Background: an optimization exercise with open tools, aiming at small area, a short achievable clock period and few clock cycles per item. Do not read the settings as production practice. The RTL was checked by simulation tests, not by an equivalence proof against the original design.

$ cat design/flow/run.sh
#!/bin/bash
# synth_recipe.tcl (not shown) runs the flow's synth.tcl, then flattens the netlist and writes it again
# the make line also repeats each setting of config.mk as NAME=value (left out here)
make -C /OpenROAD-flow-scripts/flow DESIGN_CONFIG=/design/flow/config.mk WORK_HOME=/design/flow/orfs CLKGATE_MAP_FILE= SYNTH_SCRIPT=/design/flow/synth_recipe.tcl finish
$ cat design/flow/config.mk
export PLATFORM = sky130hd
export DESIGN_NAME = ft8_textcodec
export DESIGN_NICKNAME = ft8_textcodec
export VERILOG_FILES = /design/flow/design.v
export SDC_FILE = /design/flow/constraint.sdc
export NUM_CORES = 4
export LEC_CHECK = 0
export ABC_CLOCK_PERIOD_IN_PS = 13000
export CAP_MARGIN = 20
export CORE_MARGIN = 2
export CORE_UTILIZATION = 50
export SLEW_MARGIN = 20
export SYNTH_HIERARCHICAL = 1
$ cat design/flow/constraint.sdc
create_clock -name core_clock -period 58.0 [get_ports {clk}]
set_input_delay 11.6000 -clock core_clock [delete_from_list [all_inputs] [get_ports {clk}]]
set_output_delay 11.6000 -clock core_clock [all_outputs]
set_load 0.01 [all_outputs]
$ cat design/flow/design.v
module ft8_textcodec (
    input  wire        clk,
    input  wire        rst,
    input  wire        start,
    input  wire [1:0]  op,
    input  wire [90:0] din,
    output wire        ready,
    output reg         done,
    output reg         ok,
    output reg         crc_ok,
    output reg  [90:0] dout
);
    localparam integer KS = 9;                
    localparam integer NC = (71 + KS - 1) / KS;  
    localparam integer NH = (64 + KS - 1) / KS;  
    localparam integer W  = NC * KS;             
    localparam integer PB = W - NH * KS;         
    localparam [13:0] CRC_POLY  = 14'h2757;
    localparam [70:0] F71_LIMIT = 71'd1283997101947010102272;
    function [13:0] mulx(input [13:0] v);
        mulx = {v[12:0], 1'b0} ^ (v[13] ? CRC_POLY : 14'd0);
    endfunction
    function [13:0] divx(input [13:0] v);
        divx = v[0] ? ({1'b1, 13'd0} | ((v ^ CRC_POLY) >> 1)) : (v >> 1);
    endfunction
    function [13:0] xpow(input integer n);
        integer i;
        begin
            xpow = 14'd1;
            for (i = 0; i < n; i = i + 1) xpow = mulx(xpow);
        end
    endfunction
    localparam [13:0] C_FWD = xpow(25);        
    localparam [13:0] C_REV = xpow(24 + W);    
    reg         busy;
    reg  [1:0]  cur_op;
    reg  [3:0]  cnt;
    reg  [77:0] dg;        
    reg  [W-1:0] b;        
    reg  [13:0] crc;       
    reg  [13:0] rxc;       
    reg         tbad;      
    reg         ovf;       
    reg         valid;     
    reg  [36:0] ms, mc;    
    reg  [KS-1:0] hr;      
    reg         rdy;       
    reg         lastr;     
    wire is_pack = (cur_op == 2'd0);
    wire is_unp  = (cur_op == 2'd1);
    wire is_hash = (cur_op == 2'd2);
    wire last = lastr;
    wire last_n = is_hash ? (cnt == NH - 2) : (cnt == NC - 2);
    assign ready = rdy;
    wire [77:0] fst [0:KS];
    assign fst[0] = dg;
    genvar s, j;
    generate
        for (s = 0; s < KS; s = s + 1) begin : fstep
            for (j = 0; j < 13; j = j + 1) begin : fdig
                wire ci = (j == 12) ? b[s] : fst[s][6*(11-j)+5];
                ft8_fcell u_cell (
                    .x ({ci, fst[s][6*(12-j) +: 5]}),
                    .q (fst[s+1][6*(12-j) +: 6])
                );
            end
        end
    endgenerate
    wire [77:0] rst_d [0:KS];
    wire [13:0] par   [0:KS-1];
    wire [36:0] mss   [0:KS];
    wire [36:0] mcs   [0:KS];
    wire [KS-1:0] obits, pbits;
    assign rst_d[0] = dg;
    assign mss[0]   = ms;
    assign mcs[0]   = mc;
    generate
        for (s = 0; s < KS; s = s + 1) begin : rstep
            assign par[s][0] = 1'b0;
            for (j = 0; j < 13; j = j + 1) begin : rdig
                ft8_rcell u_cell (
                    .x ({hr[s], rst_d[s][6*(12-j) +: 6]}),
                    .q (rst_d[s+1][6*(12-j) +: 5])
                );
                assign par[s][j+1] = rst_d[s][6*(12-j)+5] ^ rst_d[s][6*(12-j)];
                assign rst_d[s+1][6*(12-j)+5] = par[s][j];
            end
            assign obits[s] = par[s][13];
            ft8_mstep u_mul (
                .s (mss[s]), .c (mcs[s]), .bit_in (obits[s]),
                .s_n (mss[s+1]), .c_n (mcs[s+1]), .p (pbits[s])
            );
        end
    endgenerate
    reg [13:0]  crc_f, crc_r;
    reg [70:0]  f71;
    integer     i;
    always @* begin
        crc_f = crc;
        crc_r = crc;
        for (i = 0; i < KS; i = i + 1) begin
            crc_f = mulx(crc_f) ^ (b[i] ? C_FWD : 14'd0);
            crc_r = divx(crc_r) ^ (obits[i] ? C_REV : 14'd0);
        end
        for (i = 0; i < 71; i = i + 1) f71[70-i] = b[W-71+i];
    end
    wire        ovf_n = (cnt == 4'd0) ? (f71 >= F71_LIMIT) : ovf;
    wire [77:0] dn    = is_unp ? fst[KS] : rst_d[KS];
    wire [13:0] crc_n = is_unp ? crc_f : crc_r;
    wire [W-1:0] bn   = {is_hash ? pbits : obits, b[W-1:KS]};
    wire [90:0] text;
    generate
        for (j = 0; j < 13; j = j + 1) begin : tchr
            ft8_chr42 u_chr (.x (dn[6*(12-j) +: 6]), .q (text[90-7*j -: 7]));
        end
    endgenerate
    wire ok_u = ~tbad & ~ovf_n;
    wire sel_p = is_pack;
    wire sel_u = is_unp & ok_u;
    wire sel_h = is_hash & valid;
    wire [90:0] res_dout =
          ({91{sel_p}} & {bn[70:0], 6'd0, crc_n})
        | ({91{sel_u}} & text)
        | ({91{sel_h}} & {bn[PB+63 -: 22], bn[PB+63 -: 12], bn[PB+63 -: 10], 47'd0});
    wire res_ok  = sel_p | sel_u | sel_h;
    wire res_crc = sel_p | (is_unp & (crc_n == rxc));
    wire [77:0] q42;     
    wire [76:0] q38;     
    generate
        for (j = 0; j < 11; j = j + 1) begin : lcc
            ft8_ccode u_c (.c (din[90-7*j -: 7]),
                           .q ({q42[6*(12-j) +: 6], q38[7*(10-j) +: 7]}));
        end
        for (j = 11; j < 13; j = j + 1) begin : lc42
            ft8_code42 u_c (.c (din[90-7*j -: 7]), .q (q42[6*(12-j) +: 6]));
        end
    endgenerate
    reg [77:0]  dl;
    reg [W-1:0] bl;
    reg [13:0]  rxl;
    reg         vl;
    always @* begin
        dl = 78'd0;
        vl = 1'b1;
        for (i = 0; i < 11; i = i + 1) vl = vl & ~q38[7*i+6];
        if (op == 2'd0) dl = q42;
        if (op == 2'd2)
            for (i = 0; i < 11; i = i + 1) dl[6*i +: 6] = q38[7*i +: 6];
        bl = {W{1'b0}};
        for (i = 0; i < 71; i = i + 1) bl[W-71+i] = din[90-i];
        rxl = din[13:0];
        for (i = 0; i < 6; i = i + 1)
            if (din[19-i]) rxl = rxl ^ xpow(24-i);
    end
    wire accept = start & ready;
    always @(posedge clk) begin
        if (rst) begin
            busy  <= 1'b0;
            done  <= 1'b0;
            rdy   <= 1'b1;
            lastr <= 1'b0;
        end else begin
            done <= busy & last;
            if (accept) begin
                busy  <= 1'b1;
                lastr <= (op == 2'd3);
                rdy   <= (op == 2'd3);
            end else if (~busy | last) begin
                busy  <= 1'b0;
                lastr <= 1'b0;
                rdy   <= 1'b1;
            end else begin
                lastr <= last_n;
                rdy   <= last_n;
            end
        end
    end
    always @(posedge clk) begin
        dout   <= res_dout;
        ok     <= res_ok;
        crc_ok <= res_crc;
        if (accept) begin
            cur_op <= op;
            cnt    <= 4'd0;
            dg     <= dl;
            b      <= bl;
            crc    <= 14'd0;
            rxc    <= rxl;
            tbad   <= (din[19:14] != 6'd0);
            ovf    <= 1'b0;
            valid  <= vl;
            ms     <= 37'd0;
            mc     <= 37'd0;
            hr     <= {KS{op == 2'd2}};
        end else begin
            cnt    <= cnt + 4'd1;
            dg     <= dn;
            b      <= bn;
            crc    <= crc_n;
            ovf    <= ovf_n;
            ms     <= mss[KS];
            mc     <= mcs[KS];
            hr     <= {hr[0], hr[KS-1:1]};
        end
    end
endmodule
module ft8_ccode (input wire [6:0] c, output wire [12:0] q);
    wire new_n21, new_n22, new_n23, new_n24, new_n25, new_n26, new_n27, new_n28, new_n29, new_n30, new_n31, new_n32, new_n33, new_n34, new_n35, new_n36, new_n37, new_n38, new_n39, new_n41, new_n42, new_n43, new_n44, new_n45, new_n47, new_n48, new_n49, new_n51, new_n52, new_n53, new_n54, new_n55, new_n56, new_n57, new_n58, new_n59, new_n60, new_n61, new_n62, new_n63, new_n64, new_n65, new_n66, new_n67, new_n69, new_n70, new_n71, new_n72, new_n73, new_n74, new_n75, new_n76, new_n77, new_n78, new_n79, new_n80, new_n81, new_n82, new_n83, new_n84, new_n85, new_n87, new_n88, new_n90, new_n91, new_n93, new_n95, new_n96, new_n97, new_n99, new_n100, new_n101, new_n102, new_n104, new_n105, new_n107, new_n108, new_n109, new_n111;
    assign new_n21 = c[1] & c[0];
    assign new_n22 = ~c[2] & ~new_n21;
    assign new_n23 = c[3] & ~new_n22;
    assign new_n24 = ~c[4] & ~new_n23;
    assign new_n25 = c[6] & new_n24;
    assign new_n26 = c[4] & new_n23;
    assign new_n27 = ~c[1] & ~c[0];
    assign new_n28 = c[6] & ~new_n27;
    assign new_n29 = ~c[6] & c[5];
    assign new_n30 = ~c[6] & ~c[2];
    assign new_n31 = c[6] & c[2];
    assign new_n32 = ~new_n30 & ~new_n31;
    assign new_n33 = ~new_n21 & new_n32;
    assign new_n34 = ~new_n30 & ~new_n33;
    assign new_n35 = new_n29 & new_n34;
    assign new_n36 = ~new_n28 & ~new_n35;
    assign new_n37 = c[3] & ~new_n36;
    assign new_n38 = c[6] & ~new_n24;
    assign new_n39 = ~new_n37 & ~new_n38;
    assign q[5] = ~new_n26 & ~new_n39;
    assign new_n41 = c[4] & new_n36;
    assign new_n42 = ~new_n27 & new_n29;
    assign new_n43 = new_n23 & new_n42;
    assign new_n44 = ~new_n41 & new_n43;
    assign new_n45 = ~q[5] & ~new_n44;
    assign q[12] = ~new_n25 & ~new_n45;
    assign new_n47 = c[2] & c[1];
    assign new_n48 = ~c[3] & ~new_n47;
    assign new_n49 = new_n25 & ~new_n48;
    assign q[11] = new_n44 | new_n49;
    assign new_n51 = ~c[3] & ~c[2];
    assign new_n52 = new_n27 & new_n51;
    assign new_n53 = c[6] & ~new_n52;
    assign new_n54 = c[3] & c[1];
    assign new_n55 = c[5] & ~new_n54;
    assign new_n56 = ~c[6] & ~new_n55;
    assign new_n57 = c[3] & c[2];
    assign new_n58 = c[4] & ~new_n57;
    assign new_n59 = ~new_n56 & new_n58;
    assign new_n60 = ~q[5] & ~new_n59;
    assign new_n61 = ~new_n53 & new_n60;
    assign new_n62 = ~new_n26 & ~new_n61;
    assign new_n63 = ~c[3] & ~new_n34;
    assign new_n64 = c[4] & ~new_n63;
    assign new_n65 = new_n62 & new_n64;
    assign new_n66 = ~c[4] & new_n48;
    assign new_n67 = new_n53 & new_n66;
    assign q[10] = new_n65 | new_n67;
    assign new_n69 = new_n21 & ~new_n32;
    assign new_n70 = ~new_n33 & ~new_n69;
    assign new_n71 = new_n59 & ~new_n70;
    assign new_n72 = ~c[2] & ~c[1];
    assign new_n73 = ~new_n47 & ~new_n72;
    assign new_n74 = new_n25 & new_n73;
    assign new_n75 = ~new_n71 & ~new_n74;
    assign new_n76 = ~c[0] & ~new_n60;
    assign new_n77 = ~c[4] & new_n29;
    assign new_n78 = new_n57 & new_n77;
    assign new_n79 = c[1] & ~new_n78;
    assign new_n80 = new_n62 & ~new_n78;
    assign new_n81 = ~c[1] & ~new_n80;
    assign new_n82 = ~new_n79 & ~new_n81;
    assign new_n83 = ~new_n76 & new_n82;
    assign new_n84 = ~new_n25 & new_n76;
    assign new_n85 = ~new_n82 & new_n84;
    assign q[8] = new_n83 | new_n85;
    assign new_n87 = q[12] & new_n47;
    assign new_n88 = ~q[8] & new_n87;
    assign q[9] = ~new_n75 | new_n88;
    assign new_n90 = ~new_n25 & ~new_n78;
    assign new_n91 = c[0] & ~new_n90;
    assign q[7] = new_n84 | new_n91;
    assign new_n93 = new_n29 & new_n52;
    assign q[6] = ~new_n62 & ~new_n93;
    assign new_n95 = ~new_n37 & ~new_n49;
    assign new_n96 = new_n37 & ~new_n78;
    assign new_n97 = ~new_n65 & new_n96;
    assign q[4] = ~new_n95 & ~new_n97;
    assign new_n99 = ~c[3] & new_n25;
    assign new_n100 = ~new_n26 & new_n28;
    assign new_n101 = ~new_n99 & new_n100;
    assign new_n102 = ~q[10] & ~new_n101;
    assign q[3] = ~new_n37 & ~new_n102;
    assign new_n104 = new_n75 & ~new_n101;
    assign new_n105 = ~c[2] & new_n101;
    assign q[2] = ~new_n104 & ~new_n105;
    assign new_n107 = ~new_n54 & q[8];
    assign new_n108 = ~q[5] & ~new_n107;
    assign new_n109 = ~new_n21 & new_n101;
    assign q[1] = ~new_n108 & ~new_n109;
    assign new_n111 = c[0] & new_n99;
    assign q[0] = new_n76 | new_n111;
endmodule
module ft8_code42 (input wire [6:0] c, output wire [5:0] q);
    assign q[0] = (~c[0] & ~c[3] & c[4] & c[6]) | (c[0] & ~c[3] & ~c[4] & c[6]) | (~c[0] & ~c[2] & c[4] & c[6]) | (~c[0] & ~c[3] & c[4] & c[5]) | (~c[0] & c[2] & c[3] & ~c[4] & c[6]) | (c[0] & ~c[1] & ~c[2] & ~c[4] & c[6]) | (c[0] & c[2] & c[3] & ~c[4] & c[5] & ~c[6]) | (~c[0] & ~c[1] & ~c[2] & c[4] & c[5]);
    assign q[1] = (c[0] & ~c[1] & ~c[2] & c[6]) | (c[0] & ~c[1] & ~c[3] & c[6]) | (~c[0] & c[1] & ~c[3] & c[4] & c[6]) | (c[0] & ~c[1] & ~c[4] & c[6]) | (c[0] & ~c[1] & ~c[3] & c[4] & c[5]) | (~c[0] & c[1] & ~c[3] & c[4] & c[5]) | (~c[1] & c[2] & ~c[3] & ~c[4] & c[6]) | (~c[1] & ~c[2] & c[3] & ~c[4] & c[6]) | (~c[0] & c[1] & ~c[2] & c[4] & c[6]) | (c[1] & c[2] & c[3] & ~c[4] & c[5] & ~c[6]) | (~c[0] & c[1] & c[2] & c[3] & ~c[4] & c[6]) | (c[0] & ~c[1] & ~c[2] & c[4] & c[5]);
    assign q[2] = (~c[0] & ~c[2] & c[4] & c[6]) | (~c[1] & ~c[2] & c[4] & c[6]) | (~c[0] & c[1] & ~c[2] & c[6]) | (~c[1] & c[2] & ~c[3] & ~c[4] & c[6]) | (c[1] & ~c[2] & ~c[3] & ~c[4] & c[6]) | (~c[1] & c[2] & ~c[3] & c[4] & c[5] & ~c[6]) | (c[0] & c[1] & c[2] & ~c[3] & c[4] & c[6]) | (c[0] & c[1] & c[2] & c[3] & ~c[4] & c[6]) | (~c[0] & c[2] & ~c[3] & c[4] & c[5] & ~c[6]) | (c[0] & c[1] & c[2] & c[3] & c[4] & c[5] & ~c[6]) | (c[0] & c[1] & ~c[2] & ~c[3] & c[4] & c[5] & ~c[6]);
    assign q[3] = (~c[1] & c[2] & ~c[3] & c[6]) | (c[2] & ~c[3] & c[4] & c[6]) | (~c[1] & ~c[2] & c[3] & c[4] & c[5]) | (c[1] & ~c[2] & ~c[3] & ~c[4] & c[6]) | (~c[0] & ~c[2] & c[3] & c[4] & c[6]) | (c[0] & c[1] & ~c[3] & c[4] & c[6]) | (c[0] & ~c[1] & ~c[3] & ~c[4] & c[6]) | (~c[1] & ~c[2] & c[3] & c[4] & c[6]) | (c[0] & c[1] & c[2] & ~c[3] & c[4] & c[5]);
    assign q[4] = (~c[1] & ~c[2] & c[3] & ~c[4] & c[6]) | (c[1] & c[2] & ~c[3] & ~c[4] & c[6]) | (~c[0] & ~c[2] & c[3] & ~c[4] & c[6]) | (c[0] & c[2] & c[3] & ~c[4] & c[5] & ~c[6]) | (c[1] & c[2] & c[3] & ~c[4] & c[5] & ~c[6]) | (c[0] & c[1] & c[3] & ~c[4] & c[5] & ~c[6]) | (c[0] & c[1] & c[2] & c[3] & c[5] & ~c[6]);
    assign q[5] = (~c[3] & c[4] & c[6]) | (c[2] & c[3] & ~c[4] & c[6]) | (~c[0] & ~c[2] & c[4] & c[6]) | (c[0] & c[1] & c[3] & ~c[4] & c[5]) | (~c[1] & ~c[2] & c[4] & c[6]) | (c[1] & c[2] & c[3] & ~c[4] & c[5]) | (c[0] & c[2] & c[3] & ~c[4] & c[5]) | (c[0] & c[1] & c[3] & ~c[4] & c[6]) | (c[0] & c[1] & c[2] & c[3] & c[5] & ~c[6]);
endmodule
module ft8_chr42 (input wire [5:0] x, output wire [6:0] q);
    assign q[0] = (~x[0] & ~x[4] & x[5]) | (x[0] & x[4]) | (~x[0] & ~x[2] & x[3]) | (~x[1] & x[4] & x[5]) | (x[0] & x[1] & x[3] & ~x[5]) | (~x[0] & x[1] & ~x[3] & ~x[4]) | (~x[0] & x[2] & ~x[3] & ~x[4]) | (x[0] & x[2] & x[3] & ~x[5]);
    assign q[1] = (~x[0] & ~x[1] & x[2]) | (x[0] & x[1] & x[5]) | (~x[0] & ~x[1] & x[5]) | (~x[1] & x[4] & ~x[5]) | (x[0] & x[1] & ~x[3] & ~x[4]) | (~x[0] & x[4] & x[5]) | (~x[0] & ~x[1] & x[3]) | (~x[1] & x[2] & x[3] & ~x[5]);
    assign q[2] = (x[0] & ~x[2] & x[5]) | (x[1] & x[2] & ~x[5]) | (x[1] & ~x[2] & x[5]) | (~x[0] & ~x[1] & x[2] & x[5]) | (~x[1] & ~x[2] & x[4] & ~x[5]) | (x[0] & x[2] & ~x[3] & ~x[5]) | (~x[0] & ~x[1] & ~x[2] & x[3] & ~x[5]);
    assign q[3] = (~x[2] & ~x[3] & x[5]) | (x[2] & x[4]) | (x[1] & x[4]) | (x[1] & x[2] & x[3] & x[5]) | (~x[0] & ~x[1] & ~x[3] & x[5]) | (x[0] & x[2] & x[3] & x[5]) | (x[0] & ~x[1] & ~x[2] & x[3] & ~x[5]) | (~x[0] & x[1] & ~x[2] & x[3] & ~x[5]);
    assign q[4] = (x[3] & x[5]) | (x[0] & x[2] & ~x[3]) | (x[1] & ~x[3] & ~x[4] & ~x[5]) | (~x[1] & ~x[2] & x[3]) | (x[2] & x[4] & x[5]) | (x[1] & x[2] & ~x[3]) | (~x[0] & ~x[2] & x[3]) | (x[2] & ~x[3] & ~x[4] & ~x[5]) | (x[0] & ~x[3] & ~x[4] & ~x[5]);
    assign q[5] = (~x[3] & ~x[4] & ~x[5]) | (x[4] & x[5]) | (~x[0] & ~x[2] & ~x[4] & ~x[5]) | (~x[1] & ~x[2] & x[3] & ~x[5]);
    assign q[6] = (~x[4] & x[5]) | (x[4] & ~x[5]) | (x[2] & x[3]) | (x[0] & x[1] & x[3]);
endmodule
module ft8_fcell (input wire [5:0] x, output wire [5:0] q);
    assign q[0] = (~x[3] & ~x[4] & x[5]) | (x[4] & ~x[5]) | (x[2] & x[3] & ~x[5]) | (~x[1] & ~x[2] & x[3] & x[5]) | (x[0] & x[1] & x[3] & ~x[5]);
    assign q[1] = (x[0] & x[5]) | (x[0] & ~x[3] & ~x[4]) | (~x[0] & x[4] & ~x[5]) | (~x[0] & x[2] & x[3] & ~x[5]) | (x[0] & ~x[1] & ~x[2] & x[3]);
    assign q[2] = (x[1] & ~x[3] & ~x[4]) | (~x[1] & x[4] & x[5]) | (~x[0] & x[1] & ~x[5]) | (~x[1] & x[2] & x[3] & x[5]) | (x[0] & ~x[1] & x[4]) | (x[0] & ~x[1] & x[2] & x[3]);
    assign q[3] = (x[2] & ~x[3] & ~x[4]) | (~x[1] & ~x[2] & x[4]) | (x[1] & x[2] & x[5]) | (x[0] & x[1] & x[2]) | (~x[0] & ~x[2] & x[4] & ~x[5]);
    assign q[4] = (~x[1] & ~x[2] & x[3]) | (x[2] & x[4]) | (x[0] & x[1] & x[4]) | (x[1] & x[4] & x[5]) | (~x[0] & ~x[2] & x[3] & ~x[5]);
    assign q[5] = (x[4]) | (x[2] & x[3]) | (x[0] & x[1] & x[3]) | (x[1] & x[3] & x[5]);
endmodule
module ft8_rcell (input wire [6:0] x, output wire [4:0] q);
    assign q[0] = (x[1] & ~x[5]) | (~x[0] & x[1] & ~x[6]) | (x[0] & ~x[1] & x[5] & ~x[6]) | (~x[0] & ~x[1] & x[5] & x[6]) | (x[0] & x[1] & x[6]);
    assign q[1] = (x[2] & ~x[5]) | (~x[0] & x[1] & ~x[2] & x[5]) | (~x[1] & ~x[2] & x[5] & ~x[6]) | (x[0] & ~x[2] & x[5] & x[6]) | (x[0] & x[1] & x[2] & ~x[6]) | (~x[0] & ~x[1] & x[2] & x[6]);
    assign q[2] = (x[3] & ~x[5]) | (x[2] & ~x[3] & x[5] & ~x[6]) | (~x[0] & ~x[2] & x[3]) | (~x[1] & ~x[2] & x[3]) | (x[1] & x[2] & ~x[3] & x[5]) | (x[0] & x[1] & ~x[3] & x[5] & ~x[6]) | (~x[2] & x[3] & x[6]) | (~x[0] & ~x[1] & x[3] & x[6]) | (x[0] & x[2] & ~x[3] & x[5]);
    assign q[3] = (~x[3] & ~x[4] & x[5]) | (x[4] & ~x[5]) | (~x[2] & ~x[4] & x[5] & x[6]) | (~x[1] & ~x[2] & x[3] & x[5]) | (~x[0] & ~x[2] & x[3] & x[5]) | (~x[0] & ~x[1] & ~x[4] & x[5] & x[6]);
    assign q[4] = (x[4] & x[5]) | (x[1] & x[2] & x[3] & x[5]) | (x[2] & x[3] & x[5] & ~x[6]) | (x[0] & x[2] & x[3] & x[5]) | (x[0] & x[1] & x[3] & x[5] & ~x[6]);
endmodule
module ft8_mstep (input wire [36:0] s, input wire [36:0] c, input wire bit_in,
                  output wire [36:0] s_n, output wire [36:0] c_n, output wire p);
    localparam [36:0] K = 37'd47055833459;
    wire [36:0] k = bit_in ? K : 37'd0;
    wire [36:0] t = s ^ c ^ k;
    assign c_n = (s & c) | ((s | c) & k);
    assign s_n = {1'b0, t[36:1]};
    assign p   = t[0];
endmodule
==> out/results.txt, run 1 <==
After synthesis the cells add up to 0.07272 sq mm. A synthesized cell averages 7.513 sq um. Measured along the y axis, the die boundary spans 385.4 um. The number of gates resized after CTS is 0, and the area of the core is 0.1440 sq mm. Traced cell by cell, the critical path runs through clkdlybuf4s50_1 -> nand2_1 -> fa_1 -> nor2b_1 -> o21ai_0 -> o211ai_1 -> o21ai_1 -> o31a_1 -> nor4_1 -> nand2_1 -> nor4_1. The total wire length is 244,500 um. The run gives 0 as the number of max-slew violations in the final report. After detailed placement, the total cell area comes to 0.07441 sq mm. The tools report the worst slew slack as a fraction of its limit as 24.43%.

The first global-routing pass estimated 374,400 um of wire. TritonCTS built the clock tree. The critical path starts at din[15]. Entering global routing, the biggest net connects 100 pins. The insertion delay to the later sink of the worst-skew pair is 0.67 ns.

The first TritonRoute pass finished after 8 iterations. Along the worst path, the maximum fanout reaches 13. For this design, the sink count on the clock tree is 367.

The run gives 191 as the count of pins on the block boundary. The logs give 65,180 for the via count of the first global-routing pass and 0 for the number of violations of the max-capacitance limit. The detailed-routed wire length on met2 is 110,400 um. The data required time of the critical path is 58.44 ns, and the worst clock skew is 0.05769 ns.

The highest routing layer actually used is met5. Slew at the pin closest to its max-slew limit: 1.124 ns. In this run the remaining antenna-violating nets after routing total 0.

The delay contributed by the slowest stage of the critical path is 0.83 ns, and the final instance area is 0.07624 sq mm. The post-detailed-placement half-perimeter wirelength is 189,900 um, and the clock-pin slew reported for the worst setup and hold paths after clock tree synthesis is 0.06 ns. Static timing analysis puts the maximum clock frequency at 68.96 MHz. For this run, the total global-route usage over all layers was measured as 31.35%.

Port buffering added 190 buffers. Launch point of the worst reg-to-reg path: dg[35]$_DFF_P_. The worst register-to-register path has a depth of 28. The detailed-route vias per instance was 6.464; the final cycle utilization of the critical path was 25.00%. The routed length on met1 is 109,700 um, and the buffer depth of the longest clock path is 3.

Dividing the detail-routed wire length by the instance count gives 21.67 um. The tools report the critical path capture point type as a register. The starting density of the core is 50.50%. The number of cells on the worst hold path works out to 2. By startpoint and endpoint, the worst setup path is classified as in2reg. The number of buffers created by CTS came out at 46.

Routability-driven placement finished with a final weighted congestion of 0.9586. The run finished with no timing, DRC or antenna violations. The critical path ends at valid$_DFFE_PP_. The number of hold buffers added after CTS is 0.

For the total DRC errors in the routed layout, the log shows 0. The endpoint identified for the worst register-to-register timing path is dout[65]$_DFF_P_. The iteration-0 DRC count of the detailed router is 6,887.

After the last flow step, the layout net total stands at 9,786. The clock period could shrink to 14.50 ns. The run gives 15,040 um as the met3 wirelength from detailed routing. The cell sitting at the root of the clock tree is a sky130_fd_sc_hd__clkbuf_16. Cells with a size suffix above 1 make up 12.04% of the layout.

The worst hold-check path type was reg2reg. The worst setup path is launched from an input port. The logs give 0 for the number of setup violations in the final report and 14.94 ns for the data arrival time at the worst-slack endpoint. The H-tree depth is 2. The initialized floorplan defines 139 standard-cell rows. Setup repair after global routing left no endpoint under its margin. The logs give 0 ns for the summed negative setup slack over all endpoints and 29 for the initial antenna violation count.

Summing over every cut layer, the via total after detailed routing is 72,940. The floorplan step defined a die boundary enclosing 0.1485 sq mm. In this run the post-CTS setup repair buffer count came out at 0.

During synthesis, Yosys emitted a total of 7 warnings. Synthesis produced a netlist whose cell count is 9,679.

After global routing the overflow that remains totals 0. The final number of hold-violating endpoints is 0. The die width came out at 385.4 um. The post-synthesis to final-layout area growth was 4.842%.

The largest individual stage delay along the critical path comes from the cell sky130_fd_sc_hd__clkdlybuf4s50_1.
[how the worst min path moves through the flow]
| stage | slack [ns] | endpoint | start |
|---|---|---|---|
| after floorplan | 0.41 | done$_SDFF_PP0_ | busy$_SDFFE_PP0P_ |
| after global placement | 0.42 | done$_SDFF_PP0_ | busy$_SDFFE_PP0P_ |
| after detailed placement | 0.43 | done$_SDFF_PP0_ | busy$_SDFFE_PP0P_ |
| after CTS | 0.44 | done$_SDFF_PP0_ | busy$_SDFFE_PP0P_ |
| after global routing | 0.47 | done$_SDFF_PP0_ | lastr$_SDFF_PP0_ |
| final | 0.44 | done$_SDFF_PP0_ | lastr$_SDFF_PP0_ |
[cell usage in the layout (no fill, tap or decap), types with 75 or more instances in the layout]
master                            instances
sky130_fd_sc_hd__a22o_2                 117
sky130_fd_sc_hd__nor2b_1                145
sky130_fd_sc_hd__a21oi_1                443
sky130_fd_sc_hd__nand2_1                740
sky130_fd_sc_hd__a21o_2                 117
sky130_fd_sc_hd__nor4_1                 163
sky130_fd_sc_hd__o2111ai_1              118
sky130_fd_sc_hd__or3_1                  122
sky130_fd_sc_hd__clkdlybuf4s50_1        189
sky130_fd_sc_hd__xor2_1                 110
sky130_fd_sc_hd__o211a_1                117
sky130_fd_sc_hd__fa_1                   200
sky130_fd_sc_hd__o211ai_2               117
sky130_fd_sc_hd__a211o_1                119
sky130_fd_sc_hd__nor4b_1                146
sky130_fd_sc_hd__a22o_1                  89
sky130_fd_sc_hd__mux2i_1                 75
sky130_fd_sc_hd__nor3_1                  75
sky130_fd_sc_hd__o31ai_1                138
sky130_fd_sc_hd__nor2_2                 131
sky130_fd_sc_hd__nand3b_1               117
sky130_fd_sc_hd__nor2b_4                118
sky130_fd_sc_hd__a2111oi_1              107
sky130_fd_sc_hd__o21ai_0                532
sky130_fd_sc_hd__o21ai_1                286
sky130_fd_sc_hd__o211ai_1               483
sky130_fd_sc_hd__nor2_1                 545
sky130_fd_sc_hd__nor2b_2                118
sky130_fd_sc_hd__inv_1                  604
sky130_fd_sc_hd__dfxtp_1                340
sky130_fd_sc_hd__xnor2_1                404
sky130_fd_sc_hd__a211oi_1               254
sky130_fd_sc_hd__a31oi_1                264
sky130_fd_sc_hd__mux2_4                 117
sky130_fd_sc_hd__o21bai_1               147
sky130_fd_sc_hd__nand2b_1               236
sky130_fd_sc_hd__and2_1                 111
sky130_fd_sc_hd__a21boi_1               117
sky130_fd_sc_hd__ha_1                   158
[final cells by class]
cell class | instances | area, sq um
fill | 13880 | 67770
antenna | 12 | 30.03
multi-input combinational | 8051 | 59880
sequential | 367 | 7538
tap | 1903 | 2381
timing repair buffer | 261 | 2430
clock buffer | 56 | 1281
clock inverter | 30 | 427.9
inverter | 605 | 2272
[sequential cells by signal, indices dropped and copies added, names as in the netlist, 2 cells and up]
register	cells
b	72
ms	37
rxc	14
crc	14
dout	91
dg	78
cnt	4
cur_op	2
hr	9
mc	37
[through the flow]
step	hold slack, ns	cells	worst slack [ns]	util (%)
2_1_floorplan	0.4101	9742	44.18	-
3_3_place_gp	0.4209	11190	43.14	51.68
3_5_place_dp	0.4278	11190	43.13	51.68
4_1_cts	0.4366	11270	43.72	52.86
5_1_grt	0.4708	11270	43.51	52.92
6_report	0.4358	11290	43.50	52.94
[per-layer routing]
layer,vias to the layer above,GRT usage (%)
li1,35320,-
met1,35220,42.55
met2,2024,50.77
met3,339,4.024
met4,36,11.20
met5,-,0
[worst max-delay path: cells and delay by family]
family,cells,cell delay [ns]
AND/OR/NAND/NOR,5,1.36
buffers and inverters,1,0.83
AO/OA/AOI/OAI,4,0.67
adder cells (fa/ha/maj),1,0.48
Testbench counts, summed over its fixed seeds: cycles 25,616, items 3,200.
==> run 2, diff against run 1 <==
--- a/design/flow/design.v
+++ b/design/flow/design.v
@@ -12,9 +12,8 @@
 );
     localparam integer KS = 9;                
     localparam integer NC = (71 + KS - 1) / KS;  
-    localparam integer NH = (64 + KS - 1) / KS;  
     localparam integer W  = NC * KS;             
-    localparam integer PB = W - NH * KS;         
+    localparam integer PB = W - NC * KS;         
     localparam [13:0] CRC_POLY  = 14'h2757;
     localparam [70:0] F71_LIMIT = 71'd1283997101947010102272;
     function [13:0] mulx(input [13:0] v);
@@ -32,33 +31,35 @@
     endfunction
     localparam [13:0] C_FWD = xpow(25);        
     localparam [13:0] C_REV = xpow(24 + W);    
-    reg         busy;
-    reg  [1:0]  cur_op;
-    reg  [3:0]  cnt;
-    reg  [77:0] dg;        
-    reg  [W-1:0] b;        
-    reg  [13:0] crc;       
-    reg  [13:0] rxc;       
-    reg         tbad;      
-    reg         ovf;       
-    reg         valid;     
-    reg  [36:0] ms, mc;    
-    reg  [KS-1:0] hr;      
-    reg         rdy;       
-    reg         lastr;     
-    wire is_pack = (cur_op == 2'd0);
-    wire is_unp  = (cur_op == 2'd1);
-    wire is_hash = (cur_op == 2'd2);
-    wire last = lastr;
-    wire last_n = is_hash ? (cnt == NH - 2) : (cnt == NC - 2);
+    integer i;
+    genvar  s, j;
+    reg         bv;        
+    reg  [1:0]  bop;
+    reg  [90:0] bdin;
+    reg         rdy;
+    reg         ubusy, ulast;    
+    reg         rbusy, rlast;    
+    wire ufree = ~ubusy | ulast;       
+    wire rfree = ~rbusy | rlast;
+    wire to_u  = (bop == 2'd1);
+    wire go_u  = bv & to_u & ufree;    
+    wire go_r  = bv & ~to_u & rfree;
+    wire disp  = go_u | go_r;
     assign ready = rdy;
+    wire accept = start & rdy;
+    reg  [3:0]   ucnt;
+    reg  [77:0]  udg;      
+    reg  [W-1:0] ub;       
+    reg  [13:0]  ucrc;
+    reg  [13:0]  rxc;      
+    reg          tbad;     
+    reg          ovf;      
     wire [77:0] fst [0:KS];
-    assign fst[0] = dg;
-    genvar s, j;
+    assign fst[0] = udg;
     generate
         for (s = 0; s < KS; s = s + 1) begin : fstep
             for (j = 0; j < 13; j = j + 1) begin : fdig
-                wire ci = (j == 12) ? b[s] : fst[s][6*(11-j)+5];
+                wire ci = (j == 12) ? ub[s] : fst[s][6*(11-j)+5];
                 ft8_fcell u_cell (
                     .x ({ci, fst[s][6*(12-j) +: 5]}),
                     .q (fst[s+1][6*(12-j) +: 6])
@@ -66,12 +67,66 @@
             end
         end
     endgenerate
+    reg [13:0] ucrc_n;
+    reg [70:0] f71;
+    always @* begin
+        ucrc_n = ucrc;
+        for (i = 0; i < KS; i = i + 1)
+            ucrc_n = mulx(ucrc_n) ^ (ub[i] ? C_FWD : 14'd0);
+        for (i = 0; i < 71; i = i + 1) f71[70-i] = ub[W-71+i];
+    end
+    wire ovf_n = (ucnt == 4'd0) ? (f71 >= F71_LIMIT) : ovf;
+    wire [90:0] text;
+    generate
+        for (j = 0; j < 13; j = j + 1) begin : tchr
+            ft8_chr42 u_chr (.x (fst[KS][6*(12-j) +: 6]), .q (text[90-7*j -: 7]));
+        end
+    endgenerate
+    wire        u_ok   = ~tbad & ~ovf_n;
+    wire [90:0] u_dout = {91{u_ok}} & text;
+    wire        u_crc  = (ucrc_n == rxc);
+    reg [W-1:0] ubl;
+    reg [13:0]  rxl;
+    always @* begin
+        ubl = {W{1'b0}};
+        for (i = 0; i < 71; i = i + 1) ubl[W-71+i] = bdin[90-i];
+        rxl = bdin[13:0];
+        for (i = 0; i < 6; i = i + 1)
+            if (bdin[19-i]) rxl = rxl ^ xpow(24-i);
+    end
+    always @(posedge clk) begin
+        if (go_u) begin
+            ucnt <= 4'd0;
+            udg  <= 78'd0;
+            ub   <= ubl;
+            ucrc <= 14'd0;
+            rxc  <= rxl;
+            tbad <= (bdin[19:14] != 6'd0);
+            ovf  <= 1'b0;
+        end else begin
+            ucnt <= ucnt + 4'd1;
+            udg  <= fst[KS];
+            ub   <= {{KS{1'b0}}, ub[W-1:KS]};
+            ucrc <= ucrc_n;
+            ovf  <= ovf_n;
+        end
+    end
+    reg  [1:0]   rop;
+    reg  [3:0]   rcnt;
+    reg  [77:0]  rdg;      
+    reg  [W-1:0] rb;       
+    reg  [13:0]  rcrc;
+    reg          valid;    
+    reg  [36:0]  ms, mc;   
+    reg  [KS-1:0] hr;      
+    wire r_pack = (rop == 2'd0);
+    wire r_hash = (rop == 2'd2);
     wire [77:0] rst_d [0:KS];
     wire [13:0] par   [0:KS-1];
     wire [36:0] mss   [0:KS];
     wire [36:0] mcs   [0:KS];
     wire [KS-1:0] obits, pbits;
-    assign rst_d[0] = dg;
+    assign rst_d[0] = rdg;
     assign mss[0]   = ms;
     assign mcs[0]   = mc;
     generate
@@ -92,116 +147,92 @@
             );
         end
     endgenerate
-    reg [13:0]  crc_f, crc_r;
-    reg [70:0]  f71;
-    integer     i;
+    reg [13:0] rcrc_n;
     always @* begin
-        crc_f = crc;
-        crc_r = crc;
-        for (i = 0; i < KS; i = i + 1) begin
-            crc_f = mulx(crc_f) ^ (b[i] ? C_FWD : 14'd0);
-            crc_r = divx(crc_r) ^ (obits[i] ? C_REV : 14'd0);
-        end
-        for (i = 0; i < 71; i = i + 1) f71[70-i] = b[W-71+i];
-    end
-    wire        ovf_n = (cnt == 4'd0) ? (f71 >= F71_LIMIT) : ovf;
-    wire [77:0] dn    = is_unp ? fst[KS] : rst_d[KS];
-    wire [13:0] crc_n = is_unp ? crc_f : crc_r;
-    wire [W-1:0] bn   = {is_hash ? pbits : obits, b[W-1:KS]};
-    wire [90:0] text;
-    generate
-        for (j = 0; j < 13; j = j + 1) begin : tchr
-            ft8_chr42 u_chr (.x (dn[6*(12-j) +: 6]), .q (text[90-7*j -: 7]));
-        end
-    endgenerate
-    wire ok_u = ~tbad & ~ovf_n;
-    wire sel_p = is_pack;
-    wire sel_u = is_unp & ok_u;
-    wire sel_h = is_hash & valid;
-    wire [90:0] res_dout =
-          ({91{sel_p}} & {bn[70:0], 6'd0, crc_n})
-        | ({91{sel_u}} & text)
-        | ({91{sel_h}} & {bn[PB+63 -: 22], bn[PB+63 -: 12], bn[PB+63 -: 10], 47'd0});
-    wire res_ok  = sel_p | sel_u | sel_h;
-    wire res_crc = sel_p | (is_unp & (crc_n == rxc));
+        rcrc_n = rcrc;
+        for (i = 0; i < KS; i = i + 1)
+            rcrc_n = divx(rcrc_n) ^ (obits[i] ? C_REV : 14'd0);
+    end
+    wire [W-1:0] rbn = {r_hash ? pbits : obits, rb[W-1:KS]};
+    wire         selh = r_hash & valid;
+    wire [90:0]  r_dout = ({91{r_pack}} & {rbn[70:0], 6'd0, rcrc_n})
+                        | ({91{selh}} & {rbn[PB+63 -: 22], rbn[PB+63 -: 12], rbn[PB+63 -: 10], 47'd0});
+    wire         r_ok   = r_pack | selh;
+    wire         r_crc  = r_pack;
     wire [77:0] q42;     
     wire [76:0] q38;     
     generate
         for (j = 0; j < 11; j = j + 1) begin : lcc
-            ft8_ccode u_c (.c (din[90-7*j -: 7]),
+            ft8_ccode u_c (.c (bdin[90-7*j -: 7]),
                            .q ({q42[6*(12-j) +: 6], q38[7*(10-j) +: 7]}));
         end
         for (j = 11; j < 13; j = j + 1) begin : lc42
-            ft8_code42 u_c (.c (din[90-7*j -: 7]), .q (q42[6*(12-j) +: 6]));
+            ft8_code42 u_c (.c (bdin[90-7*j -: 7]), .q (q42[6*(12-j) +: 6]));
         end
     endgenerate
-    reg [77:0]  dl;
-    reg [W-1:0] bl;
-    reg [13:0]  rxl;
-    reg         vl;
+    reg [77:0] rdl;
+    reg        vl;
     always @* begin
-        dl = 78'd0;
-        vl = 1'b1;
+        rdl = 78'd0;
+        vl  = 1'b1;
         for (i = 0; i < 11; i = i + 1) vl = vl & ~q38[7*i+6];
-        if (op == 2'd0) dl = q42;
-        if (op == 2'd2)
-            for (i = 0; i < 11; i = i + 1) dl[6*i +: 6] = q38[7*i +: 6];
-        bl = {W{1'b0}};
-        for (i = 0; i < 71; i = i + 1) bl[W-71+i] = din[90-i];
-        rxl = din[13:0];
-        for (i = 0; i < 6; i = i + 1)
-            if (din[19-i]) rxl = rxl ^ xpow(24-i);
+        if (bop == 2'd0) rdl = q42;
+        if (bop == 2'd2)
+            for (i = 0; i < 11; i = i + 1) rdl[6*i +: 6] = q38[7*i +: 6];
     end
-    wire accept = start & ready;
     always @(posedge clk) begin
-        if (rst) begin
-            busy  <= 1'b0;
-            done  <= 1'b0;
-            rdy   <= 1'b1;
-            lastr <= 1'b0;
+        if (go_r) begin
+            rop   <= bop;
+            rcnt  <= 4'd0;
+            rdg   <= rdl;
+            rcrc  <= 14'd0;
+            valid <= vl;
+            ms    <= 37'd0;
+            mc    <= 37'd0;
+            hr    <= {KS{bop == 2'd2}};
         end else begin
-            done <= busy & last;
-            if (accept) begin
-                busy  <= 1'b1;
-                lastr <= (op == 2'd3);
-                rdy   <= (op == 2'd3);
-            end else if (~busy | last) begin
-                busy  <= 1'b0;
-                lastr <= 1'b0;
-                rdy   <= 1'b1;
-            end else begin
-                lastr <= last_n;
-                rdy   <= last_n;
-            end
+            rcnt  <= rcnt + 4'd1;
+            rdg   <= rst_d[KS];
+            rcrc  <= rcrc_n;
+            ms    <= mss[KS];
+            mc    <= mcs[KS];
+            hr    <= {hr[0], hr[KS-1:1]};
         end
+        rb <= rbn;
     end
+    wire bv_n   = accept | (bv & ~disp);
+    wire [1:0] bop_n = accept ? op : bop;
+    wire ubusy_n = go_u | (ubusy & ~ulast);
+    wire rbusy_n = go_r | (rbusy & ~rlast);
+    wire ulast_n = ~go_u & ubusy & ~ulast & (ucnt == NC - 2);
+    wire rlast_n = ~go_r & rbusy & ~rlast & (rcnt == NC - 2);
+    wire rdy_n   = ~bv_n | ((bop_n == 2'd1) ? (~ubusy_n | ulast_n)
+                                            : (~rbusy_n | rlast_n));
     always @(posedge clk) begin
-        dout   <= res_dout;
-        ok     <= res_ok;
-        crc_ok <= res_crc;
-        if (accept) begin
-            cur_op <= op;
-            cnt    <= 4'd0;
-            dg     <= dl;
-            b      <= bl;
-            crc    <= 14'd0;
-            rxc    <= rxl;
-            tbad   <= (din[19:14] != 6'd0);
-            ovf    <= 1'b0;
-            valid  <= vl;
-            ms     <= 37'd0;
-            mc     <= 37'd0;
-            hr     <= {KS{op == 2'd2}};
+        if (rst) begin
+            bv    <= 1'b0;
+            rdy   <= 1'b1;
+            ubusy <= 1'b0;
+            ulast <= 1'b0;
+            rbusy <= 1'b0;
+            rlast <= 1'b0;
+            done  <= 1'b0;
         end else begin
-            cnt    <= cnt + 4'd1;
-            dg     <= dn;
-            b      <= bn;
-            crc    <= crc_n;
-            ovf    <= ovf_n;
-            ms     <= mss[KS];
-            mc     <= mcs[KS];
-            hr     <= {hr[0], hr[KS-1:1]};
+            bv    <= bv_n;
+            rdy   <= rdy_n;
+            ubusy <= ubusy_n;
+            ulast <= ulast_n;
+            rbusy <= rbusy_n;
+            rlast <= rlast_n;
+            done  <= (ubusy & ulast) | (rbusy & rlast);
+        end
+        if (accept) begin
+            bop  <= op;
+            bdin <= din;
         end
+        dout   <= (ubusy & ulast) ? u_dout : r_dout;
+        ok     <= (ubusy & ulast) ? u_ok   : r_ok;
+        crc_ok <= (ubusy & ulast) ? u_crc  : r_crc;
     end
 endmodule
 module ft8_ccode (input wire [6:0] c, output wire [12:0] q);
==> run 2 against run 1 <==
Still clean. Hold slack worse by 0.085 ns. Die area is 9.2% higher. Count of clock-buffer cells in the layout is 41 higher. Critical endpoint is now dout[86]. Largest cell class unchanged.
==> out/results.txt, run 2 <==
Initial antenna violation count: 14. Relative to the synthesized area, the layout overhead comes to 6.151%. The detailed-route vias per instance works out to 6.342. Across the run, the number of max-cap violations was 0. The flow ran to the end and the layout has no timing, DRC or antenna violations.

The total wire length was 220,800 um. The class of the most critical setup path is reg2out. The critical path ends at dout[86]. Cells with a size suffix above 1 make up 14.18% of the layout. The tools report the number of hold buffers added after CTS as 0. The cell with the biggest individual delay on the critical path was sky130_fd_sc_hd__clkdlybuf4s50_1. The worst clock skew came out at 0.04106 ns. The sum of buffers and inverters on the critical path came out at 1. Counting every sink on the clock net gives 621. Via count of the first global-routing pass: 66,300.

The tools report the final number of hold-violating endpoints as 0. The worst pin sits at a relative slew slack of 21.92%. The floorplan step set the die width to 402.6 um. Static timing analysis puts the maximum clock frequency at 75.80 MHz.

The routed wire length per instance is 19.03 um. The library cell used most frequently in the layout, excluding fill and tap cells, is sky130_fd_sc_hd__inv_1. After clock tree synthesis, the setup repair step added 0 buffers. The tools report the launch point of the worst reg-to-reg path as fst[0][62]$_SDFF_PP0_.

The floorplan step defined a core boundary enclosing 0.1580 sq mm. Gates resized during post-CTS repair numbered 0. The run gives 191 as the count of pins on the block boundary.

The clock passes through at most 3 buffers. Leaving out fill and tap cells, the most frequent cells in the layout are 600 x sky130_fd_sc_hd__inv_1, 530 x sky130_fd_sc_hd__nor2_1, 501 x sky130_fd_sc_hd__dfxtp_1. STA classifies the critical path endpoint as an output port. Final cycle utilization of the critical path: 22.75%. The tools report the first element of the critical path as dout[86]$_DFF_P_.

The run gives 26.14% as the total routing usage reported by global routing. After routing, the total negative slack on setup checks comes to 0 ns.

Number of cells traversed by the worst register-to-register path: 24. Kind of start point of the critical path: a register. The worst hold-check path type was reg2reg.

TritonCTS built the clock tree. For the number of max-slew violations in the final report, the log shows 0. The later pin in the worst-skew pair is clocked with a latency of 0.73 ns. Library cell used as clock root buffer: sky130_fd_sc_hd__clkbuf_16. For this run, the post-layout net count is 9,915. The total stage count of the critical path was 1; the die extent in y was 402.6 um.

The wire-length estimate of the detail-placed layout is 164,500 um. The count of warnings emitted by yosys was 7. The full die area was 0.1621 sq mm; the total DRC errors in the routed layout was 0.

Mean post-synth cell area: 8.134 sq um. At the pin with the least slew margin, the transition time is 1.161 ns. STA puts the critical path data required time at 46.40 ns.

Once the floorplan was initialized, standard cells occupied 50.28% of the core. The H-tree depth is 3, and the via count is 73,590. Setup repair after global routing left no endpoint under its margin. The number of detailed-routing iterations run before antenna repair was 8. Number of placement rows: 146.

Among cell families on the critical path, the largest total delay comes from buffers and inverters. The worst register-to-register path has a setup slack of 46.92 ns. The synthesized cell area was 0.07945 sq mm; the highest net fanout along the worst path was 1. The largest registers in the layout are bdin x91, dout x91, rdg x78.

The final critical path time including I/O delays and setup came out at 13.19 ns. The run gives 1.59 ns as the data arrival time at the worst-slack endpoint. The iteration-0 DRC count of the detailed router was 6,603; the clock-pin slew reported for the worst setup and hold paths after clock tree synthesis was 0.06 ns.

Global routing finished with a remaining overflow of 0. For the number of setup violations in the final report, the log shows 0. Entering global routing, the biggest net connects 92 pins. Routability-driven placement finished with a final weighted congestion of 0.9190. The capture point of the worst reg-to-reg path is dout[79]$_DFF_P_. Walking the worst path, the cells encountered are clkdlybuf4s50_1.

The first global-routing pass estimated 353,500 um of wire. In this design, the stage delay of the slowest critical-path cell is 0.54 ns.

Once detail routing completed, the nets flagged for antenna violations numbered 0. In the synthesized netlist, the number of instances is 9,768. Number of port buffers: 190.

In this run, CTS created clock tree buffers numbering 80.
[run 2: cell count changes in the layout (fill, tap and decap cells not counted), sizes merged, moves of 31 or more]
cell	before	now
o31ai	142	208
mux2	139	191
a21o	190	159
clkbuf	57	99
o21ai	821	767
nand2	741	359
a21oi	444	492
dfxtp	349	512
edfxtp	18	109
nor2b	381	484
[run 2: worst min-delay path by stage]
stage,slack (ns),startpoint,to,cells past startpoint
3_3_place_gp,0.34,rb[35]$_DFF_P_,rb[26]$_DFF_P_,0
5_1_grt,0.36,rb[20]$_DFF_P_,rb[11]$_DFF_P_,0
6_report,0.35,rb[20]$_DFF_P_,rb[11]$_DFF_P_,0
4_1_cts,0.35,rb[20]$_DFF_P_,rb[11]$_DFF_P_,0
3_5_place_dp,0.34,rb[20]$_DFF_P_,rb[11]$_DFF_P_,0
2_1_floorplan,0.33,rb[19]$_DFF_P_,rb[10]$_DFF_P_,0
[run 2: routing by layer]
metal	vias to the layer above	share of wire [%]	global-route usage [%]
li1	36010	-	-
met1	35280	48	38.39
met2	2023	44	40.42
met3	270	5.7	3.085
met4	4	2.2	6.609
met5	-	0.010	0
[run 2: layout make-up]
type	instances	area, sq um
clock inverters	53	688.2
fillers	14550	73680
clock buffers	97	2178
diodes	4	10.01
well taps	2072	2592
inverters	612	2300
repair buffers	273	2545
flip-flops and latches	621	13540
multi-input cells	7871	60490
[run 2: through the flow]
stage	worst slack, ns	hold WS (ns)	util (%)	std cells	area [sq um]
after global routing	44.73	0.3637	53.37	11600	84330
after CTS	44.74	0.3516	53.29	11600	84210
after detailed placement	44.11	0.3408	51.48	11450	81350
final	44.81	0.3511	53.37	11600	84340
after global placement	44.14	0.3406	51.48	11450	81350
after floorplan	44.08	0.3316	-	9831	79690
Testbench counts of run 2, summed over its fixed seeds: cycles 18,074, items 3,200.
==> run 3, diff against run 2 <==
--- a/design/flow/design.v
+++ b/design/flow/design.v
@@ -10,7 +10,7 @@
     output reg         crc_ok,
     output reg  [90:0] dout
 );
-    localparam integer KS = 9;                
+    localparam integer KS = 12;                
     localparam integer NC = (71 + KS - 1) / KS;  
     localparam integer W  = NC * KS;             
     localparam integer PB = W - NC * KS;         
--- a/design/flow/config.mk
+++ b/design/flow/config.mk
@@ -8,6 +8,6 @@
 export ABC_CLOCK_PERIOD_IN_PS = 13000
 export CAP_MARGIN = 20
 export CORE_MARGIN = 2
-export CORE_UTILIZATION = 50
+export CORE_UTILIZATION = 55
 export SLEW_MARGIN = 20
 export SYNTH_HIERARCHICAL = 1
==> run 3 against run 2 <==
Still clean on timing, DRC and antenna. Sequential share of layout area fell by 2.7 points. Final area is 20% higher. Critical endpoint is now dout[79]$_DFF_P_. Largest cell class unchanged.
==> out/results.txt, run 3 <==
The setup path with the least slack is of type reg2reg. The most critical setup path has its endpoint at dout[79]$_DFF_P_. The most frequent cell on the critical path was sky130_fd_sc_hd__o31ai_1. The worst hold-check path type was reg2reg.

The run gives 0.09667 sq mm as the synthesized cell area. The die width was 423.2 um; the final cycle utilization of the critical path was 24.06%.

The count of pins on the block boundary was 191. Number of placement rows: 153. The worst path needs 13.95 ns of the cycle, external delays included.

The instance count of the mapped netlist was 12,060. The most common cell after layout, fill and taps aside is sky130_fd_sc_hd__inv_1. The worst setup path is launched from a register.

The number of max-slew violations in the final report is 0. The slowest stage of the critical path is the sky130_fd_sc_hd__o21bai_1 cell. In the global route stage, overall resource usage came out at 29.60%. The full die area is 0.1791 sq mm. After clock tree synthesis, the flow added hold-fix buffers numbering 0.

Clock-pin slew was measured on the worst setup and hold paths at 0.06 ns. The tree is rooted in a sky130_fd_sc_hd__clkbuf_16. The first element of the critical path was fst[0][62]$_SDFF_PP0_.

Via count of the first global-routing pass: 83,370. The die extent in y works out to 423.2 um. Capture point of the worst reg-to-reg path: dout[79]$_DFF_P_. The tool flagged a number of max-cap violations equal to 0. The mean post-synth cell area is 8.013 sq um. Relative to the synthesized area, the layout overhead comes to 4.661%. The library cells used most frequently in the layout, excluding fill and tap cells, are 763 x sky130_fd_sc_hd__inv_1, 668 x sky130_fd_sc_hd__nor2_1, 628 x sky130_fd_sc_hd__o211ai_1. The critical path capture point type is a register. For the post-placement worst setup slack, the log shows 44.04 ns.

TritonCTS built the clock tree. Slew at the pin closest to its max-slew limit: 1.193 ns. Measured in cells, the most critical reg-to-reg path has a length of 30. Yosys printed 7 warnings.

The number of buffers created by CTS was 80.

The logs give 6 for the number of detailed-routing iterations run before antenna repair and 0.9182 for the final weighted congestion in routability-driven placement. The tools report the final number of hold-violating endpoints as 0. Of the cells placed in the final design, the portion with a size suffix greater than 1 is 14.52%.

After filler insertion, the fill cell instance count of the layout stands at 15,700. Setup violations remaining at the end of the flow were counted as 0.

Setup repair after global routing left no endpoint under its margin. After the first detailed-routing iteration, the DRC count stood at 7,383. For this design, the sink count on the clock tree is 621. The largest registers in the layout are bdin x91, dout x91, rdg x78. The detailed-route vias per instance was 6.522.

In this run the standard cell core region covers 0.1742 sq mm. The logs give 0.03168 ns for the worst clock skew and 443,500 um for the global-route wire length before repair. The H-tree generated during clock tree synthesis spans 3 levels. Once the floorplan was initialized, standard cells occupied 55.49% of the core. The largest net degree at the start of global routing was 78. For the via count, the log shows 91,270. Excluding fillers, the count of instances in the completed layout stands at 14,000.

The highest net fanout along the worst path is 19. The run gives 211,200 um as the post-detailed-placement half-perimeter wirelength. The tools report the instance count after placement with tap cells included as 13,840. The number of port buffers works out to 190. The buffer depth of the longest clock path is 3.

The insertion delay to the later sink of the worst-skew pair is 0.71 ns, and the data arrival time at the worst-slack endpoint is 14.53 ns. The maximum frequency from static timing analysis was 71.67 MHz. After detailed routing, the average wire length per cell comes to 19.74 um. The flow ran to the end and the layout has no timing, DRC or antenna violations. Initial antenna violation count: 8. The total overflow left after global routing is 0. The total DRC errors in the routed layout is 0. The worst path meets setup with 44.05 ns of slack. Wires add up to 276,300 um.

For the net count of the finished layout, the log shows 12,170. Measured against its own limit, the worst slew margin works out to 20.27%. Data required time of the critical path: 58.57 ns.

The number of routed nets with antenna violations was 0; the delay contributed by the slowest stage of the critical path was 0.92 ns. Summed negative setup slack over all endpoints: 0 ns. Once the clock tree was built, the resizer swapped 0 gates to a different size. The hold slack is 0.3510 ns, and the buffers inserted during post-CTS setup optimization is 0. In this run the critical register-to-register path is launched from fst[0][62]$_SDFF_PP0_.
==> run 3: cell types whose count changed in the layout (fill, tap and decap cells not counted), sizes merged, moves of 116 or more <==
cell and change:
o21ai +207, o211ai +196, nor2 +178, inv +167, a21oi +125, nor2b +116
==> run 3: per-layer routing <==
layer	wire [um]	vias up	track usage, %
met1	124100	44010	39.64
met2	129500	2358	49.69
met4	8936	2	9.288
li1	-	44510	-
met5	12	-	0
met3	13730	393	3.236
==> run 3: critical path: cells and delay by family (launching register included) <==
family	cells	cell delay, ns
AND/OR/NAND/NOR	4	0.70
flip-flops	1	0.47
AO/OA/AOI/OAI	26	12.64
==> run 3: layout make-up <==
cell class                 instances  area [sq um]  area share, %
timing repair buffer             275          2540          2.510
clock inverter                    47         586.8         0.5800
multi-input combinational       9844         76480          75.59
sequential                       621         13540          13.39
inverter                         779          2929          2.895
clock buffer                     101          2182          2.157
antenna                            3         7.507       0.007420
tap                             2325          2909          2.875
==> run 3: how the worst min path moves through the flow <==
| stage | slack, ns | depth (start not counted) | to | start |
|---|---|---|---|---|
| 5_1_grt | 0.36 | 0 | rb[15]$_DFF_P_ | rb[27]$_DFF_P_ |
| 6_report | 0.35 | 0 | rb[40]$_DFF_P_ | rb[52]$_DFF_P_ |
| 4_1_cts | 0.35 | 0 | rb[40]$_DFF_P_ | rb[52]$_DFF_P_ |
| 3_5_place_dp | 0.34 | 0 | rb[40]$_DFF_P_ | rb[52]$_DFF_P_ |
| 2_1_floorplan | 0.33 | 0 | rb[36]$_DFF_P_ | rb[48]$_DFF_P_ |
| 3_3_place_gp | 0.34 | 0 | rb[41]$_DFF_P_ | rb[53]$_DFF_P_ |
==> run 3: metrics by stage <==
stage | cell area, sq um | util [%]
floorplan | 97000 | -
global placement | 98210 | 56.38
detailed placement | 98220 | 56.38
CTS | 101000 | 57.97
global route | 101200 | 58.07
finish | 101200 | 58.08
Testbench counts of run 3, summed over its fixed seeds: cycles 13,688, items 3,200.

## re-timing with driven ports
The flow's constraints put no driver on any port. The routed layouts listed below were extracted and timed again, unchanged, in two steps.
Step 1: set_driving_cell puts a clkbuf_16 on clk and a buf_2 on each other input, an assumption about the parent block.
Step 2 also shifts input and output timing later by t, the mid clock arrival at the registers, as if the neighbouring blocks saw the same clock.
Three values: no drivers, after step 1, after step 2; two values: the first two.
run | t (ns) | slack for setup (ns) | worst register clock-pin slew, ns | worst slew at a driven data input, ns | pins driven straight from the clock port
run 1 | 0.716 | 43.499 / 43.552 / 42.836 | 0.07 / 0.07 | 0.19 | 1
run 2 | 0.794 | 44.808 / 44.726 / 44.087 | 0.07 / 0.07 | 0.05 | 1
run 3 | 0.783 | 44.047 / 44.047 / 44.047 | 0.07 / 0.07 | 0.10 | 1
After both steps setup and hold are still met in every run listed. For run 2, which loses most, drivers alone change the setup slack by -0.082 ns; drivers and shift together by -0.721 ns.
